Background: an optimization exercise with open tools, aiming at small area, a short achievable clock period and few clock cycles per item. Do not read the settings as production practice. Only simulation tests tie the RTL to the original design; equivalence was not proved. No driver is modelled on the clock port, so clocking that relies on it looks cheaper here than on a real chip. Power and IR drop assume default switching activity.

<file path="design/flow/standard.sh">
#!/bin/bash
# synth_recipe.tcl (not shown) runs the flow's synth.tcl, then flattens the netlist and writes it again
# the make line also repeats each setting of config.mk as NAME=value (left out here)
make -C /OpenROAD-flow-scripts/flow DESIGN_CONFIG=/design/flow/config.mk WORK_HOME=/design/flow/orfs CLKGATE_MAP_FILE= SYNTH_SCRIPT=/design/flow/synth_recipe.tcl "${@:-finish}"
</file>
<file path="design/flow/flow/run.sh">
#!/bin/bash
# The standard layout (standard.sh: the standard synthesis through finish)
# with these changes to how the layout is made:
# - the port buffers are plain buf_1 cells instead of the delay-cell default;
# - after CTS the clock port drives up to four first-level clock buffers
#   directly instead of through one extra root buffer (bypass_root.tcl);
# - constant outputs share one tie cell.
set -euo pipefail
here=$(pwd)
export BUFFER_PORTS_ARGS="-buffer_cell sky130_fd_sc_hd__buf_1"
export POST_CTS_TCL="$here/flow/bypass_root.tcl"
export SKIP_REPAIR_TIE_FANOUT=1
bash standard.sh > flow_standard.log 2>&1
</file>
<file path="design/flow/config.mk">
export PLATFORM = sky130hd
export DESIGN_NAME = alpha_line
export DESIGN_NICKNAME = alpha_line
export VERILOG_FILES = /design/flow/design.v
export SDC_FILE = /design/flow/constraint.sdc
export NUM_CORES = 4
export LEC_CHECK = 0
export ABC_AREA = 1
export CAP_MARGIN = 20
export CORE_MARGIN = 2
export CORE_UTILIZATION = 75
export CTS_CLUSTER_DIAMETER = 100
export CTS_CLUSTER_SIZE = 20
export SLEW_MARGIN = 20
</file>
<file path="design/flow/constraint.sdc">
create_clock -name core_clock -period 80.0 [get_ports {clk}]
set_input_delay 16.0000 -clock core_clock [delete_from_list [all_inputs] [get_ports {clk}]]
set_output_delay 16.0000 -clock core_clock [all_outputs]
set_load 0.01 [all_outputs]
</file>
<file path="design/flow/design.v">
module alpha_line (
    input  wire         clk,
    input  wire         rst,         
    input  wire         cmd_valid,
    output wire         cmd_ready,
    input  wire [127:0] cmd,
    output wire         rsp_valid,
    input  wire         rsp_ready,
    output wire [47:0]  rsp,
    output wire         ev_valid,
    output wire [1:0]   ev_kind,
    output wire [63:0]  ev_data
);
    localparam [1:0] EV_BEGIN  = 2'd0;
    localparam [1:0] EV_WRITE  = 2'd1;
    localparam [1:0] EV_REPEAT = 2'd2;
    localparam [1:0] EV_IDLE   = 2'd3;
    localparam [3:0] S_IDLE  = 4'd0;
    localparam [3:0] S_PREP  = 4'd1;
    localparam [3:0] S_DIV   = 4'd2;
    localparam [3:0] S_SKIP  = 4'd3;
    localparam [3:0] S_Q0    = 4'd4;
    localparam [3:0] S_Q1    = 4'd5;
    localparam [3:0] S_Q2    = 4'd6;
    localparam [3:0] S_Q3    = 4'd7;
    localparam [3:0] S_FIN   = 4'd8;
    localparam [3:0] S_FILL  = 4'd9;
    localparam [3:0] S_FILLE = 4'd10;
    localparam [3:0] S_FWAIT = 4'd11;
    function [16:0] add16;           
        input [15:0] a;
        input [15:0] b;
        input        ci;
        reg          cy;
        reg   [15:0] s;
        integer      i;
        begin
            cy = ci;
            for (i = 0; i < 16; i = i + 1) begin
                s[i] = a[i] ^ b[i] ^ cy;
                cy   = (a[i] & b[i]) | (cy & (a[i] ^ b[i]));
            end
            add16 = {cy, s};
        end
    endfunction
    function [16:0] incdec17;        
        input [16:0] a;
        input        dn;
        reg          cy;
        reg   [16:0] s;
        integer      i;
        begin
            cy = 1'b1;
            for (i = 0; i < 17; i = i + 1) begin
                s[i] = a[i] ^ cy;
                cy   = cy & (a[i] ^ dn);
            end
            incdec17 = s;
        end
    endfunction
    function [15:0] dec16;
        input [15:0] a;
        reg          bw;
        reg   [15:0] s;
        integer      i;
        begin
            bw = 1'b1;
            for (i = 0; i < 16; i = i + 1) begin
                s[i] = a[i] ^ bw;
                bw   = bw & ~a[i];
            end
            dec16 = s;
        end
    endfunction
    function [15:0] cneg16;          
        input [15:0] a;
        input        s;
        reg          cy;
        reg   [15:0] r;
        reg   [15:0] x;
        integer      i;
        begin
            x  = a ^ {16{s}};
            cy = s;
            for (i = 0; i < 16; i = i + 1) begin
                r[i] = x[i] ^ cy;
                cy   = cy & x[i];
            end
            cneg16 = r;
        end
    endfunction
    function [11:0] sq6;             
        input [5:0] a;
        reg   [11:0] acc;
        reg   [11:0] pp;
        reg   [11:0] s;
        reg          cy;
        integer      i, j;
        begin
            acc = 12'd0;
            for (i = 0; i < 6; i = i + 1)
                acc[2*i] = a[i];
            for (i = 0; i < 5; i = i + 1) begin
                pp = 12'd0;
                for (j = i + 1; j < 6; j = j + 1)
                    pp[i+j+1] = a[i] & a[j];
                cy = 1'b0;
                for (j = 0; j < 12; j = j + 1) begin
                    s[j] = acc[j] ^ pp[j] ^ cy;
                    cy   = (acc[j] & pp[j]) | (cy & (acc[j] ^ pp[j]));
                end
                acc = s;
            end
            sq6 = acc;
        end
    endfunction
    function [5:0] isqrt12;          
        input [11:0] n;
        reg   [7:0]  rem;
        reg   [5:0]  root;
        reg   [8:0]  t;
        reg   [8:0]  tr;
        reg   [8:0]  d;
        reg          bw;
        integer      s, j;
        begin
            rem  = 8'd0;
            root = 6'd0;
            for (s = 0; s < 6; s = s + 1) begin
                t  = {rem[6:0], n[11-2*s], n[10-2*s]};
                tr = {1'b0, root, 2'b01};
                d  = 9'd0;
                bw = 1'b0;
                for (j = 0; j < 9; j = j + 1) begin
                    if (j < s + 3) begin
                        d[j] = t[j] ^ tr[j] ^ bw;
                        bw   = (~t[j] & tr[j]) | (bw & ~(t[j] ^ tr[j]));
                    end
                end
                if (!bw) begin
                    rem  = d[7:0];
                    root = {root[4:0], 1'b1};
                end else begin
                    rem  = t[7:0];
                    root = {root[4:0], 1'b0};
                end
            end
            isqrt12 = root;
        end
    endfunction
    reg        rst_q;
    reg        crdy;
    reg        cen;              
    reg        pend;
    reg [7:0]  op_q;
    reg [1:0]  rsv_q;
    reg [16:0] cx, cy;           
    reg [15:0] s2, s3, s4, s5;   
    reg [15:0] fg, bg;
    reg        flt;
    reg        frz;              
    reg [2:0]  fcause;
    reg [7:0]  fop;
    reg [1:0]  owed;
    reg        rspv;
    reg [3:0]  st;
    reg [2:0]  cnt;
    reg [15:0] R;
    reg [5:0]  A, q0;
    reg        steep, sx_n, sy_n;
    reg        painted, more;
    reg [11:0] S1r, S0r;
    reg [5:0]  h1, k1, k2;
    reg [4:0]  h2, k3;
    reg        evv;
    reg [1:0]  evk;
    reg [7:0]  e55, e39, e23;
    reg [15:0] e15;
    assign cmd_ready = crdy;
    assign rsp_valid = rspv;
    assign rsp       = {fop, 1'b0, fcause, 3'b000, flt, 32'd0};
    assign ev_valid  = evv;
    assign ev_kind   = evk;
    assign ev_data   = {8'd0, e55, 8'd0, e39, 8'd0, e23, e15};
    wire op_nop  = (op_q == 8'h00);
    wire op_sfg  = (op_q == 8'h10);
    wire op_sbg  = (op_q == 8'h11);
    wire op_fill = (op_q == 8'h20);
    wire op_line = (op_q == 8'h21);
    wire op_pair = (op_q == 8'h24);
    wire op_set  = op_sfg | op_sbg;
    wire legal   = op_nop | op_set | op_fill | op_line | op_pair;
    wire z0 = (cx[15:0] == 16'd0);
    wire z1 = (cy[15:0] == 16'd0);
    wire z2 = (s2 == 16'd0);
    wire z3 = (s3 == 16'd0);
    wire z4 = (s4 == 16'd0);
    wire z5 = (s5 == 16'd0);
    wire resv_bad = (rsv_q != 2'd0)
                  | (op_nop & ~z0)
                  | ((op_nop | op_set) & ~(z1 & z2 & z3))
                  | ((op_nop | op_set | op_pair) & ~z4)
                  | ((op_nop | op_set | op_pair | op_fill) & ~z5);
    wire range_bad = op_pair & (s2[15:2] != 14'd0);
    wire [2:0] dcause = !legal    ? 3'd1 :
                        resv_bad  ? 3'd2 :
                        range_bad ? 3'd3 : 3'd0;
    wire dfault = (dcause != 3'd0);
    wire go     = (st == S_IDLE) && pend && !frz && !dfault;
    wire [16:0] fxw = add16({8'd0, cx[7:0]}, {8'd0, s2[7:0]}, 1'b0);
    wire [16:0] fyh = add16({8'd0, cy[7:0]}, {8'd0, s3[7:0]}, 1'b0);
    wire [15:0] fxe = dec16(fxw[15:0]);
    wire [15:0] fye = dec16(fyh[15:0]);
    wire fill_ok = (cx[15:8] == 8'd0) && (s2[15:8] == 8'd0) && !fxw[8]
                && !((fxw[7:4] == 4'hF) && (fxw[3:0] != 4'h0))
                && (cy[15:8] == 8'd0) && (s3[15:8] == 8'd0) && !fyh[8]
                && !((fyh[7:4] == 4'hF) && (fyh[3:0] != 4'h0));
    wire [15:0] adx = cneg16(s2, s2[15]);
    wire [15:0] ady = cneg16(s3, s3[15]);
    wire [16:0] cmpd = add16(adx, ~ady, 1'b1);       
    wire        l_steep = !cmpd[16];
    wire [15:0] l_dmaj  = l_steep ? ady : adx;
    wire [15:0] l_dmin  = l_steep ? adx : ady;
    wire        cin  = (st == S_PREP) && (s3[5:0] == 6'd0);
    wire [15:0] T    = add16(R, s3, cin);
    wire [15:0] U    = (st == S_DIV) ? {R[14:0], q0[5]} : T;
    wire [16:0] Ud   = add16(U, ~s2, 1'b1);
    wire        c    = Ud[16];                        
    wire [15:0] CS   = c ? Ud[15:0] : U;
    wire [16:0] sA   = add16({10'd0, A}, {10'd0, q0}, c);
    wire        wrap = sA[6] | (sA[5:0] == 6'h3F);   
    wire [5:0]  A_nx = sA[5:0] + {5'd0, wrap};
    wire        mvx    = ~steep | wrap;
    wire        mvy    = steep | wrap;
    wire [16:0] x_nx   = mvx ? incdec17(cx, sx_n) : cx;
    wire [16:0] y_nx   = mvy ? incdec17(cy, sy_n) : cy;
    wire        smin_n = steep ? sx_n : sy_n;
    wire x_in  = (cx[16:8] == 9'd0) && (cx[7:4] != 4'hF);           
    wire y_in  = (cy[16:8] == 9'd0) && (cy[7:4] != 4'hF);
    wire [7:0] mi8 = steep ? cx[7:0] : cy[7:0];
    wire [7:0] mj8 = steep ? cy[7:0] : cx[7:0];
    wire nb_ok = smin_n ? (mi8 != 8'd0) : (mi8 != 8'hEF);
    wire pair_ok = x_in && y_in && nb_ok;
    wire [16:0] nb = incdec17({9'd0, mi8}, smin_n);
    wire [7:0] lo8 = smin_n ? nb[7:0] : mi8;
    wire [7:0] hi8 = smin_n ? mi8 : nb[7:0];
    wire ch_g = (st == S_Q0);
    wire ch_b = (st == S_Q1);
    wire [5:0] fch = ch_g ? fg[10:5] : ch_b ? {fg[4:0], 1'b0} : {fg[15:11], 1'b0};
    wire [5:0] bch = ch_g ? bg[10:5] : ch_b ? {bg[4:0], 1'b0} : {bg[15:11], 1'b0};
    wire [11:0] fsq = sq6(fch);
    wire [11:0] bsq = sq6(bch);
    wire [9:0]  Fq  = fsq[11:2];
    wire [9:0]  Bq  = bsq[11:2];
    wire [5:0] af = smin_n ? A : ~A;
    reg  [15:0] S1;
    reg  [16:0] acc;
    integer k;
    always @(*) begin
        S1 = 16'd0;
        for (k = 0; k < 6; k = k + 1) begin
            acc = add16(S1, {6'd0, (af[k] ? Fq : Bq)} << k, 1'b0);
            S1  = acc[15:0];
        end
    end
    wire [16:0] FB   = add16({6'd0, Fq}, {6'd0, Bq}, 1'b0);
    wire [16:0] FB63 = add16({FB[9:0], 6'd0}, ~{5'd0, FB[10:0]}, 1'b1);
    wire [16:0] S0   = add16(FB63[15:0], ~S1, 1'b1);
    wire a_hi = (af == 6'd63);
    wire a_lo = (af == 6'd0);
    wire [11:0] S1n = a_hi ? fsq : a_lo ? bsq : S1[15:4];
    wire [11:0] S0n = a_hi ? bsq : a_lo ? fsq : S0[15:4];
    wire [5:0] rF = isqrt12(S1r);
    wire [5:0] rS = isqrt12(S0r);
    reg        respond;
    reg [3:0]  st_n;
    reg        emit;
    reg [1:0]  ek;
    reg [7:0]  d55, d39, d23;
    reg [15:0] d15;
    reg        do_fault;
    reg [2:0]  f_cause;
    reg        step;
    always @(*) begin
        st_n     = st;
        respond  = 1'b0;
        emit     = 1'b0;
        ek       = EV_IDLE;
        d55      = 8'd0;
        d39      = 8'd0;
        d23      = 8'd0;
        d15      = 16'd0;
        do_fault = 1'b0;
        f_cause  = 3'd4;
        step     = 1'b0;
        case (st)
            S_IDLE: if (pend) begin
                if (frz) begin
                    respond = 1'b1;
                end else if (dfault) begin
                    f_cause  = dcause;
                    do_fault = 1'b1;
                end else if (op_fill) begin
                    if (z2 || z3) begin
                        emit = 1'b1;
                        respond = 1'b1;
                    end else if (!fill_ok) begin
                        emit = 1'b1;
                        do_fault = 1'b1;
                    end else begin
                        emit = 1'b1;
                        ek   = EV_BEGIN;
                        d55  = cx[7:0];
                        d39  = cy[7:0];
                        d23  = fxe[7:0];
                        d15  = {8'd0, fye[7:0]};
                        st_n = S_FILL;
                    end
                end else if (op_line) begin
                    if (z2 && z3) begin
                        emit = 1'b1;
                        respond = 1'b1;
                    end else
                        st_n = S_PREP;
                end else if (op_pair) begin
                    st_n = S_SKIP;
                end else begin
                    respond = 1'b1;       
                end
            end
            S_PREP: st_n = S_DIV;
            S_DIV:  if (cnt == 3'd5) st_n = S_SKIP;
            S_SKIP: begin
                if (s4 != 16'd0) begin
                    if (s5 == 16'd0) begin
                        emit = 1'b1;
                        respond = 1'b1;
                        st_n = S_IDLE;
                    end else
                        step = 1'b1;
                end else
                    st_n = S_Q0;
            end
            S_Q0: begin
                emit = painted;
                st_n = S_Q1;
            end
            S_Q1: begin
                emit = 1'b1;
                if (pair_ok) begin
                    ek   = EV_BEGIN;
                    d55  = steep ? lo8 : mj8;
                    d39  = steep ? mj8 : lo8;
                    d23  = steep ? hi8 : mj8;
                    d15  = {8'd0, steep ? mj8 : hi8};
                    step = (s5 != 16'd0);
                    st_n = S_Q2;
                end else
                    do_fault = 1'b1;
            end
            S_Q2: begin
                emit = 1'b1;
                ek   = EV_WRITE;
                d15  = {h2, h1, rF[5:1]};
                st_n = S_Q3;
            end
            S_Q3: begin
                emit = 1'b1;
                ek   = EV_WRITE;
                d15  = {k3, k2, k1[5:1]};
                st_n = more ? S_Q0 : S_FIN;
            end
            S_FIN: begin
                emit = 1'b1;
                respond = 1'b1;
                st_n = S_IDLE;
            end
            S_FILL: begin
                if (s5 != 16'd0) begin
                    emit = c;
                    ek   = EV_REPEAT;
                    d15  = s4;
                end else if (R[7:0] != 8'd0) begin
                    emit = 1'b1;
                    ek   = EV_REPEAT;
                    d23  = R[7:0];
                    d15  = s4;
                    st_n = S_FILLE;
                end else begin
                    emit = 1'b1;
                    respond = 1'b1;
                    st_n = S_IDLE;
                end
            end
            S_FILLE: begin
                emit = 1'b1;
                respond = 1'b1;
                st_n = S_IDLE;
            end
            S_FWAIT: begin
                f_cause  = dfault ? dcause : 3'd4;
                do_fault = 1'b1;
            end
            default: st_n = S_IDLE;
        endcase
        if (do_fault) begin
            if (owed == 2'd0) begin
                respond = 1'b1;
                st_n = S_IDLE;
            end else
                st_n = S_FWAIT;
        end
    end
    wire commit  = do_fault && (owed == 2'd0);
    wire st_free = (st_n == S_IDLE) || (st_n == S_FIN) || (st_n == S_FILLE);
    wire [1:0] owed_p  = owed + {1'b0, respond};
    wire [1:0] owed_t  = owed_p - {1'b0, rspv};
    wire       rspv_p  = (owed_p != 2'd0);
    wire       rspv_t  = (owed_t != 2'd0);
    always @(posedge clk) begin
        if (cen) begin
            op_q  <= cmd[127:120];
            rsv_q <= {|cmd[119:108], |cmd[107:96]};
        end
        case (st)
            S_IDLE: begin
                cnt     <= 3'd0;
                painted <= 1'b0;
                if (go) begin
                    if (op_fill) begin
                        R <= 16'd0;
                    end else if (op_line) begin
                        R      <= ~{6'd0, l_dmin[15:6]};
                        q0     <= 6'd0 - l_dmin[5:0];
                        steep  <= l_steep;
                        sx_n   <= s2[15];
                        sy_n   <= s3[15];
                    end else if (op_pair) begin
                        A      <= (s3[15:6] != 10'd0) ? 6'd63 : s3[5:0];
                        steep  <= ~s2[1];
                        sx_n   <= s2[0];
                        sy_n   <= s2[0];
                    end
                end
            end
            S_PREP: R <= CS;
            S_DIV: begin
                cnt <= cnt + 3'd1;
                q0  <= {q0[4:0], c};
                if (cnt == 3'd5) begin
                    R <= 16'd0;
                    A <= 6'd0;
                end else
                    R <= CS;
            end
            S_FILL: begin
                R <= CS;
            end
            default: ;
        endcase
        if (step) begin
            R <= CS;
            A <= A_nx;
        end
        if (st == S_Q1)
            more <= (s5 != 16'd0);
        if (st == S_Q1 && pair_ok)
            painted <= 1'b1;
        if (cen) begin
            cx <= {1'b0, cmd[95:80]};
            cy <= {1'b0, cmd[79:64]};
            s2 <= cmd[63:48];
            s3 <= cmd[47:32];
            s4 <= cmd[31:16];
            s5 <= cmd[15:0];
        end else begin
            if (go && op_line) begin
                s2 <= l_dmaj;
                s3 <= l_dmin;
            end
            if (go && op_fill)
                s2 <= 16'h0100;
            if (go && op_fill && fill_ok)
                s5 <= s2;
            if (st == S_DIV && cnt == 3'd5)
                s3 <= CS;
            if (step) begin
                cx <= x_nx;
                cy <= y_nx;
                s5 <= dec16(s5);
                if (s4 != 16'd0)
                    s4 <= dec16(s4);
            end
            if (st == S_FILL && s5 != 16'd0)
                s5 <= dec16(s5);
        end
        S1r <= S1n;
        S0r <= S0n;
        h1 <= rF;
        h2 <= h1[5:1];
        k1 <= rS;
        k2 <= k1;
        k3 <= k2[5:1];
        evk <= ek;
        e55 <= d55;
        e39 <= d39;
        e23 <= d23;
        e15 <= d15;
        rst_q <= rst;
        if (rst_q) begin
            st     <= S_IDLE;
            owed   <= 2'd0;
            flt    <= 1'b0;
            fcause <= 3'd0;
            fop    <= 8'd0;
            fg     <= 16'hFFFF;
            bg     <= 16'h0000;
        end else begin
            st    <= st_n;
            owed  <= rsp_ready ? owed_t : owed_p;
            if (commit) begin
                flt    <= 1'b1;
                fcause <= f_cause;
                fop    <= op_q;
            end
            if (go && op_sfg) fg <= cx[15:0];
            if (go && op_sbg) bg <= cx[15:0];
        end
        pend <= crdy & cmd_valid & ~rst;
        frz  <= ~rst & ~rst_q & (frz | commit);
        evv  <= emit & ~rst & ~rst_q;
        rspv <= (rsp_ready ? rspv_t : rspv_p) & ~rst & ~rst_q;
        cen  <= ~rst & (rst_q | (st_free & ~(crdy & cmd_valid)));
        crdy <= ~rst & (rst_q | (st_free & ~(crdy & cmd_valid) & (owed <= 2'd1)));
    end
endmodule
</file>
<file path="design/flow/flow/bypass_root.tcl">
# Post-CTS clock tree edit:
# - the clock port drives the first-level clock buffers directly, without the
#   single root buffer in front of them;
# - while the port would drive fewer than four buffers, the first-level buffer
#   with the most loads is split in two, each half taking the loads nearer to it.
proc my_bypass_root {} {
  set block [ord::get_db_block]
  set root [$block findInst clkbuf_0_clk]
  if {$root eq "NULL"} { puts "bypass_root: no root buffer"; return }
  set innet [[$root findITerm A] getNet]
  set onet [[$root findITerm X] getNet]
  set l1 {}
  foreach l [$onet getITerms] {
    if {[[$l getInst] getName] ne [$root getName]} { lappend l1 $l }
  }
  if {[llength $l1] > 4} { puts "bypass_root: [llength $l1] loads, kept"; return }
  foreach l $l1 { $l disconnect; $l connect $innet }
  puts "bypass_root: [llength $l1] first-level buffers now on [$innet getName]"
  [$root findITerm A] disconnect
  [$root findITerm X] disconnect
  odb::dbInst_destroy $root
  odb::dbNet_destroy $onet
  set n [llength $l1]
  set k 0
  while {$n < 4} {
    # the first-level buffer with the most loads
    set best ""; set bestn 0
    foreach it [$innet getITerms] {
      set inst [$it getInst]
      set on [[$inst findITerm X] getNet]
      set c [expr {[llength [$on getITerms]] - 1}]
      if {$c > $bestn} { set best $inst; set bestn $c }
    }
    if {$bestn < 4} break
    set on [[$best findITerm X] getNet]
    set loads {}
    foreach l [$on getITerms] {
      if {[[$l getInst] getName] ne [$best getName]} {
        set li [$l getInst]
        set bb [$li getBBox]
        lappend loads [list $l [expr {[$bb xMin] + [$bb xMax]}] [expr {[$bb yMin] + [$bb yMax]}]]
      }
    }
    # split along the wider spread
    set xs [lmap e $loads {lindex $e 1}]; set ys [lmap e $loads {lindex $e 2}]
    set dx [expr {[tcl::mathfunc::max {*}$xs] - [tcl::mathfunc::min {*}$xs]}]
    set dy [expr {[tcl::mathfunc::max {*}$ys] - [tcl::mathfunc::min {*}$ys]}]
    set idx [expr {$dx >= $dy ? 1 : 2}]
    set loads [lsort -integer -index $idx $loads]
    set half [expr {[llength $loads] / 2}]
    set moved [lrange $loads $half end]
    incr k
    set nn [odb::dbNet_create $block "clknet_split_$k"]
    $nn setSigType CLOCK
    set ni [odb::dbInst_create $block [$best getMaster] "clkbuf_split_$k"]
    set sx 0; set sy 0
    foreach e $moved { incr sx [lindex $e 1]; incr sy [lindex $e 2] }
    set m [llength $moved]
    $ni setLocation [expr {$sx / (2 * $m)}] [expr {$sy / (2 * $m)}]
    $ni setPlacementStatus PLACED
    [$ni findITerm A] connect $innet
    [$ni findITerm X] connect $nn
    foreach e $moved { set l [lindex $e 0]; $l disconnect; $l connect $nn }
    puts "bypass_root: split [$best getName]: $m of $bestn loads to clkbuf_split_$k"
    incr n
  }
  if {$k > 0} { detailed_placement; check_placement -verbose }
}
my_bypass_root
estimate_parasitics -placement
</file>
==> results of run 1 <==
[registers in the layout, summed over array words and instances, names as in the netlist, 8 cells and up]
signal  cells
cy         17
fop         8
e39         8
bg         16
s4         16
R          16
e15        16
fg         16
s3         16
cx         17
e55         8
op_q        8
s5         16
e23         8
S1r        12
S0r        12
s2         16
[how the worst min path moves through the flow]
stage	from	depth (start not counted)	slack [ps]	end
3_5_place_dp	k1[0]	0	320	k2[0]
6_report	k1[0]	0	340	k2[0]
2_1_floorplan	k1[0]	0	310	k2[0]
5_1_grt	k1[0]	0	340	k2[0]
3_3_place_gp	k1[0]	0	320	k2[0]
[routing by layer]
layer,track usage (%),share of wire (%)
met5,0,0
met4,17.96,5.0
met3,8.291,11
met2,63.84,46
met1,50.54,38
[logic make-up (layout without fill, tap and decap cells)]
family,Yosys count,in the layout,synth area share (%)
flops,295,295,32.20
simple gates,948,948,17.66
xor+xnor,71,71,2.737
mux,1,1,0.04405
fa+ha+maj,299,299,21.39
compound gates,607,607,14.98
other cells,1,2,0.01650
buf+inv,589,662,10.97
[layout make-up, without the clock buffers]
class                   count  share of cell area [%]
multi-input cells        1927                   54.53
flip-flops and latches    295                   30.81
inverters                 422                   6.667
repair buffers            207                   3.602
well taps                 390                   2.054
plain buffers               2                  0.2106
clock inverters             1                 0.02633
diodes                      1                 0.01053
[cells in the final DEF (no fill, tap or decap), types with 8 or more instances in the layout]
master	Yosys	final
nand2_1	575	574
inv_1	407	407
o21ai_0	346	345
buf_1	6	188
nor2_1	182	180
dfxtp_1	154	153
ha_1	150	150
fa_1	149	149
edfxtp_1	141	141
a21oi_1	72	72
nand3_1	63	63
xor2_1	56	56
o21ai_1	44	45
o211ai_1	38	38
nor4_1	28	28
or2_2	24	24
nand4_1	22	22
o22ai_1	21	21
a31oi_1	20	20
clkbuf_16	0	20
a211oi_1	19	19
nor3_1	18	18
buf_4	66	18
xnor2_1	15	15
inv_2	14	14
clkbuf_1	82	12
nand2_2	8	9
o21ai_2	8	8
[through the flow]
step | worst slack [ps] | instance area (um2) | cells
6_report | 63130 | 23760 | 3275
3_5_place_dp | 63210 | 23180 | 3240
2_1_floorplan | 63400 | 22720 | 2811
5_1_grt | 63120 | 23760 | 3274
3_3_place_gp | 63260 | 23180 | 3240
[power groups by stage]
stage	Sequential [uW]	Clock [uW]	Combinational, uW
finish	197	97.5	210
global route	198	102	237
global placement	198	0	191
detailed placement	199	0	202
floorplan	192	0	155
[worst reg2reg max path, delay by kind of cell (launching register included)]
family | cells | cell delay, ps
adder cells (fa/ha/maj) | 24 | 9950
flip-flops | 1 | 390
buffers and inverters | 11 | 1270
XOR/XNOR | 2 | 300
AO/OA/AOI/OAI | 4 | 1200
AND/OR/NAND/NOR | 4 | 610
==> results.yml, run 1 <==
die:
  die_h_um: 178.1
  pin_count: 249
  fp-row-count: 63
  chipWidth_um: 178.1
  initial_utilization_pct: 76.46
  dieArea_mm2: 0.03171
  core-area_mm2: 0.02972
setup_path:
  critical_path.top_delay_family: "flip-flops"
  max_stage_delay_ps: 370
  path_buf_inv: 1
  required_ps: 64000
  reg2reg_to: "S0r[11]"
  worstSetupStartpoint: "e23[6]"
  setup.worst_path.start_class: "flip-flop"
  critPathCapture: "ev_data[22]"
  r2r_start: "st[2]"
  cp.arrival_ps: 870
  ff2ff_path_depth: 45
  crit_type: "flip-flop to output port"
  slowest_stage: "dfxtp_1"
  endpoint_kind: "output port"
  cp.depth: 1
  path_cells: "buf_1"
  reg2reg_slack_ps: 66160
  worst-path-max-fanout: 1
routing:
  postRouteAntennaNets: 0
  vias: 19920
  drc: 0
  first_pass_iters: 8
  viasPerCell: 6.083
  drt-initial-drc-count: 2217
  wirelength_um: 62320
  wire_per_inst_um: 19.03
pwr:
  power_frac_comb_pct: 41.7
  power.leakage_uw: 0.01074
  intPower_uw: 303.2
  powerDensity_mw_per_mm2: 21.22
  p_sw_share_pct: 39.85
  p_clk_share_pct: 19.3
  ir_drop_uv: 24.96
  finalPower_uw: 504.2
  seq_power_share_pct: 39.0
  switching_power_uw: 200.9
layout:
  multi_input_area_mm2: 0.01296
  seq_area_mm2: 0.007321
  final.fill_count: 1992
  fin_nets: 3303
  final_util_pct: 79.95
  area_growth_pct: 4.559
  drive_gt1_share_pct: 4.265
sta:
  finalSetupTns_ps: 0
  fmaxAchievable_mhz: 59.28
  finalCriticalPeriod_ps: 16870
  tightest_slew_ps: 1050
  finalSetupViolCount: 0
  rsz0062_at_grt: "false"
  fin_crit_sh_pct: 21.09
  drv_slew: 0
  hold_viol: 0
  whs_ps: 336.1
  clock_skew_ps: 33.38
  slew_headroom_pct: 29.34
synthesis:
  yosysUniqueCellTypes: 62
  synth-seq-cells: 295
  yosysSeqAreaShare_pct: 32.20
  netlist_top_cells_count: "nand2_1, inv_1, o21ai_0"
  synth_ff_type: "dfxtp_1"
  synth-edff-count: 141
  netlist.area_leader.share_pct: 18.63
  syn-cell-area_mm2: 0.02272
  yosys_warnings: 1
  synth.most_common_cell: "nand2_1"
  syn_inst: 2811
  synth_fp_nets: 3242
  synth_area_leader_cell: "edfxtp_1"
  async_flop_share_pct: 0
  syn_area_per_cell_um2: 8.084
  synthTopCellsByArea: "edfxtp_1, dfxtp_1, fa_1"
global_routing:
  grt_pass1_wl_um: 96500
  grt_max_degree: 88
  grt_pass1_vias: 19180
  antenna_found_initial: 2
  grt_usage_pct: 39.25
  grt_overflow_total: 0
place:
  hpwl_um: 48680
  gp_congestion: 0.9866
  port_buffers: 188
job:
  max_cap_viol_count: 0
clocking:
  worstSkewPairLatency_ps: 340
  cts.clk_slew.worst_paths_ps: 90
  clock_sinks: 295
  cts_tree: "yes"
worst_hold_path:
  hp-class: "flip-flop to flip-flop"
run_status:
  status: "complete, no violations"
Testbench counts, summed over its fixed seeds: cycles 398,202, items 4,800.
==> inputs of run 2 (changes only) <==
--- a/design/flow/config.mk
+++ b/design/flow/config.mk
@@ -10,3 +10,3 @@
 export CORE_MARGIN = 2
-export CORE_UTILIZATION = 75
+export CORE_UTILIZATION = 40
 export CTS_CLUSTER_DIAMETER = 100
==> run 2 against run 1 <==
- wire length increased by 7.3%
- register-to-register slack improved by 150 ps
- sequential power is essentially flat
- combinational power barely moved
- cell area is 2.7% higher
- critical path depth is the same
- die area is 85% higher
- total power up 2.5%
- final cell count increased by 12%
- largest cell class unchanged
- highest routed layer unchanged
==> results.yml, run 2 <==
run_status:
  status: "complete, no violations"
clocking:
  clock_sinks: 295
  cts_tree: "yes"
  worstSkewPairLatency_ps: 340
  cts.clk_slew.worst_paths_ps: 90
pwr:
  power.leakage_uw: 0.01083
  powerDensity_mw_per_mm2: 21.19
  ir_drop_uv: 17.22
  seq_power_share_pct: 37.8
  finalPower_uw: 517.0
  p_sw_share_pct: 39.82
  switching_power_uw: 205.9
  p_clk_share_pct: 22.0
  intPower_uw: 311.1
  power_frac_comb_pct: 40.2
global_routing:
  grt_overflow_total: 0
  use_met1_pct: 31.50
  antenna_found_initial: 5
  grt_use_met2_pct: 35.29
  grt_pass1_vias: 18710
  grt_pass1_wl_um: 103800
  met3_usage_pct: 3.988
  grt_max_degree: 75
  grt.busiest_layer: "met2"
  grt_usage_pct: 22.39
setup_path:
  cp.arrival_ps: 940
  max_stage_delay_ps: 410
  required_ps: 64000
  path_cells: "buf_1"
  worst-path-max-fanout: 1
  path_buf_inv: 1
  crit_type: "flip-flop to output port"
  critical_path.top_delay_family: "flip-flops"
  slowest_stage: "dfxtp_1"
  endpoint_kind: "output port"
  setup.worst_path.start_class: "flip-flop"
synthesis:
  syn_inst: 2811
  synth.most_common_cell: "nand2_1"
  synth-edff-count: 141
  async_flop_share_pct: 0
  netlist_top_cells_count: "nand2_1, inv_1, o21ai_0"
  syn-cell-area_mm2: 0.02272
  synthTopCellsByArea: "edfxtp_1, dfxtp_1, fa_1"
  synth-seq-cells: 295
  synth_area_leader_cell: "edfxtp_1"
  synth_fp_nets: 3242
  yosysSeqAreaShare_pct: 32.20
  syn_area_per_cell_um2: 8.084
  yosys_warnings: 1
  netlist.area_leader.share_pct: 18.63
  synth_ff_type: "dfxtp_1"
  yosysUniqueCellTypes: 62
layout:
  final_common_cell: "nand2_1"
  n_antenna_cell: 0
  fin_nets: 3314
  reg_top3: "cx: 17 flops, cy: 17 flops"
  area_growth_pct: 7.345
  layout_common_cells: "nand2_1, inv_1, o21ai_0"
  drive_gt1_share_pct: 4.764
sta:
  finalSetupTns_ps: 0
  fmaxAchievable_mhz: 59.03
  worst_slack_ps: 63060
  hold_viol: 0
  clock_skew_ps: 27.17
  tightest_slew_ps: 1148
  finalCriticalPeriod_ps: 16940
  slew_headroom_pct: 23.16
  rsz0062_at_grt: "false"
  finalSetupViolCount: 0
  drv_slew: 0
  fin_crit_sh_pct: 21.17
routing:
  viasPerCell: 5.292
  wirelength_um: 66850
  vias: 19330
  postRouteAntennaNets: 0
  drt-initial-drc-count: 1591
  wire_per_inst_um: 18.30
  first_pass_iters: 5
  drc: 0
die:
  core-area_mm2: 0.05628
  initial_utilization_pct: 40.38
  chipWidth_um: 242.3
  die_h_um: 242.3
  fp-row-count: 87
  pin_count: 249
  dieArea_mm2: 0.05873
job:
  max_cap_viol_count: 0
worst_hold_path:
  hp-class: "flip-flop to flip-flop"
place:
  hpwl_um: 53400
  gp_congestion: 0.9473
  dp_slack_ps: 63210
  port_buffers: 188
run 2: cell counts after synthesis:
No cell type changed its count.
run 2: power groups by stage:
stage	registers [uW]	clock network (uW)	logic, uW
final	196	114	208
after global routing	197	121	240
after detailed placement	199	0	204
after global placement	198	0	196
after floorplan	192	0	155
run 2: worst paths after layout:
path | endpoint | slack, ps | cells after the start | startpoint
min | k2[0] | 340 | 0 | k1[0]
max reg2reg | S0r[11] | 66310 | 45 | st[2]
min reg2reg | k2[0] | 340 | 0 | k1[0]
max | ev_data[7] | 63060 | 1 | e15[7]
run 2: cell type report, without the clock buffers:
type	instances	area [um2]
tap	756	945.9
multi-input combinational	1927	12940
clock inverter	6	75.07
timing repair buffer	215	915.9
inverter	422	1584
fill	5688	31890
buffer	2	50.05
sequential	295	7321
run 2: layer usage:
layer  routed length, um  vias up
met5                   0        -
met4                1834        0
met3                5671      101
met2               29670      775
met1               29680     9142
li1                    -     9315
run 2: cell families after synthesis:
| kind of cell | count (synthesis) | synth area share (%) |
|---|---|---|
| other cells | 1 | 0.01650 |
| simple gates | 948 | 17.66 |
| compound gates | 607 | 14.98 |
| fa+ha+maj | 299 | 21.39 |
| xor+xnor | 71 | 2.737 |
| buf+inv | 589 | 10.97 |
| flops | 295 | 32.20 |
| mux | 1 | 0.04405 |
run 2: metrics by stage:
stage / util [%] / cell area [um2] / hold slack [ps] / cells
final: 43.34 / 24390 / 343.5 / 3653
after global routing: 43.34 / 24390 / 348.0 / 3653
after detailed placement: 42.08 / 23680 / 316.4 / 3614
after global placement: 42.08 / 23680 / 321.2 / 3614
after floorplan: - / 22720 / 309.6 / 2811
==> inputs of run 3 (changes only) <==
--- a/design/flow/config.mk
+++ b/design/flow/config.mk
@@ -10,3 +10,3 @@
 export CORE_MARGIN = 2
-export CORE_UTILIZATION = 40
+export CORE_UTILIZATION = 60
 export CTS_CLUSTER_DIAMETER = 100
==> run 3 against run 2 <==
- setup slack better by 74 ps
- clock skew about the same
- global-route usage up 9.4 points
- hold slack got worse by 11 ps
- cell area decreased by 2.1%
- wire length down 6.7%
- final cell count down 7.1%
- total power is 3.1% lower
- core utilization up 20 points
- critical path type unchanged
==> results.yml, run 3 <==
global_routing:
  grt_max_degree: 72
  grt_pass1_wl_um: 97180
  grt_pass1_vias: 18230
  antenna_found_initial: 0
  grt_usage_pct: 31.80
  grt_overflow_total: 0
routing:
  viasPerCell: 5.650
  vias: 19170
  wire_per_inst_um: 18.38
  first_pass_iters: 6
  wirelength_um: 62380
  postRouteAntennaNets: 0
  drc: 0
  drt-initial-drc-count: 1684
pwr:
  p_sw_share_pct: 39.44
  power.leakage_uw: 0.01071
  p_clk_share_pct: 19.6
  ir_drop_uv: 18.16
  powerDensity_mw_per_mm2: 20.97
  seq_power_share_pct: 39.4
  switching_power_uw: 197.5
  finalPower_uw: 500.7
  intPower_uw: 303.2
  power_frac_comb_pct: 41.0
synthesis:
  yosysSeqAreaShare_pct: 32.20
  synth-seq-cells: 295
  syn_inst: 2811
  netlist_top_cells_count: "nand2_1, inv_1, o21ai_0"
  yosysUniqueCellTypes: 62
  synthTopCellsByArea: "edfxtp_1, dfxtp_1, fa_1"
  async_flop_share_pct: 0
  syn_area_per_cell_um2: 8.084
  synth_ff_type: "dfxtp_1"
  synth.most_common_cell: "nand2_1"
  synth_fp_nets: 3242
  synth-edff-count: 141
  netlist.area_leader.share_pct: 18.63
  yosys_warnings: 1
  synth_area_leader_cell: "edfxtp_1"
  syn-cell-area_mm2: 0.02272
die:
  fp-row-count: 71
  core-area_mm2: 0.03749
  dieArea_mm2: 0.03944
  die_h_um: 198.6
  initial_utilization_pct: 60.61
  pin_count: 249
  chipWidth_um: 198.6
setup_path:
  slowest_stage: "dfxtp_1"
  max_stage_delay_ps: 380
  r2r_start: "st[2]"
  critical_path.top_delay_family: "flip-flops"
  path_cells: "buf_1"
  path_buf_inv: 1
  worst-path-max-fanout: 1
  crit_type: "flip-flop to output port"
  setup.worst_path.start_class: "flip-flop"
  cp.arrival_ps: 870
  required_ps: 64000
  endpoint_kind: "output port"
  worstSetupStartpoint: "e15[7]"
place:
  hpwl_um: 49220
  port_buffers: 188
  gp_congestion: 0.9525
  dp_slack_ps: 63230
sta:
  finalCriticalPeriod_ps: 16870
  finalSetupViolCount: 0
  hold_viol: 0
  worst_slack_ps: 63130
  whs_ps: 332.2
  fmaxAchievable_mhz: 59.29
  rsz0062_at_grt: "false"
  clock_skew_ps: 26.93
  finalSetupTns_ps: 0
  drv_slew: 0
  slew_headroom_pct: 25.29
  fin_crit_sh_pct: 21.08
  tightest_slew_ps: 1117
clocking:
  cts_tree: "yes"
  cts.clk_slew.worst_paths_ps: 90
  worstSkewPairLatency_ps: 330
  clock_sinks: 295
layout:
  final_common_cell: "nand2_1"
  area_growth_pct: 5.077
  final_util_pct: 63.69
  n_antenna_cell: 0
  layout_common_cells: "nand2_1, inv_1, o21ai_0"
  fin_nets: 3301
  final.fill_count: 3453
  drive_gt1_share_pct: 4.233
  reg_top3: "cx: 17 flops, cy: 17 flops"
worst_hold_path:
  holdCritStartpoint: "k1[0]"
  hp-class: "flip-flop to flip-flop"
run_status:
  status: "complete, no violations"
job:
  max_cap_viol_count: 0
==> run 3: changes by cell type in the layout (fill, tap and decap cells not counted), sizes merged <==
cell,change
buf,-10
inv,-5
==> run 3: worst paths after layout <==
| kind | to | slack, ps | depth (start not counted) |
|---|---|---|---|
| min reg2reg | k2[0] | 330 | 0 |
| max reg2reg | S0r[11] | 66420 | 45 |
| min | k2[0] | 330 | 0 |
| max | ev_data[7] | 63130 | 1 |
==> run 3: through the flow <==
| stage | instance area [um2] | cells |
|---|---|---|
| global route | 23880 | 3393 |
| floorplan | 22720 | 2811 |
| detailed placement | 23310 | 3360 |
| global placement | 23310 | 3360 |
| finish | 23880 | 3393 |
==> run 3: cells by family after synthesis <==
kind of cell	after synthesis	synth area share [%]
simple gates	948	17.66
compound gates	607	14.98
buf+inv	589	10.97
fa+ha+maj	299	21.39
flops	295	32.20
xor+xnor	71	2.737
other cells	1	0.01650
mux	1	0.04405
==> run 3: power groups by stage <==
stage / clock, uW / sequential [uW] / combinational [uW]
final: 98.3 / 197 / 205
after global routing: 105 / 199 / 236
after detailed placement: 0 / 200 / 201
after global placement: 0 / 200 / 194
after floorplan: 0 / 192 / 155
==> run 3: layer usage <==
| layer | vias to the layer above | share of wire, % | track usage [%] |
|---|---|---|---|
| li1 | 9280 | - | - |
| met1 | 9097 | 43 | 44.42 |
| met2 | 688 | 46 | 51.97 |
| met3 | 105 | 7.3 | 3.815 |
| met4 | 0 | 3.2 | 9.701 |
| met5 | - | 0 | 0 |
==> run 3: cell type report, without the clock buffers <==
| class | instances | area (um2) | share of cell area [%] |
|---|---|---|---|
| inverters | 422 | 1584 | 6.634 |
| well taps | 511 | 639.4 | 2.678 |
| flip-flops and latches | 295 | 7322 | 30.67 |
| repair buffers | 205 | 833.3 | 3.490 |
| plain buffers | 2 | 50.05 | 0.2096 |
| clock inverters | 1 | 5.005 | 0.02096 |
| multi-input cells | 1927 | 12940 | 54.18 |

-- what the ideal ports hide --
In the flow no input, the clock included, has a driving cell. The finished layouts below were timed again as built, in two steps.
Step 1, drivers: a clkbuf_16 drives clk and a buf_2 each remaining input, both assumed.
Step 2 also shifts input and output timing later by t, the mid clock arrival at the registers, as if the neighbouring blocks saw the same clock.
Three values: no drivers, after step 1, after step 2; two values: the first two.
run	t, ns	setup slack, ns	worst setup path after step 2
run 1	0.422	63.130 / 63.028 / 63.209	input to register
run 2	0.436	63.060 / 62.953 / 63.235	input to register
run 3	0.417	63.134 / 63.034 / 63.206	input to register
After both steps setup and hold are still met in every run listed.
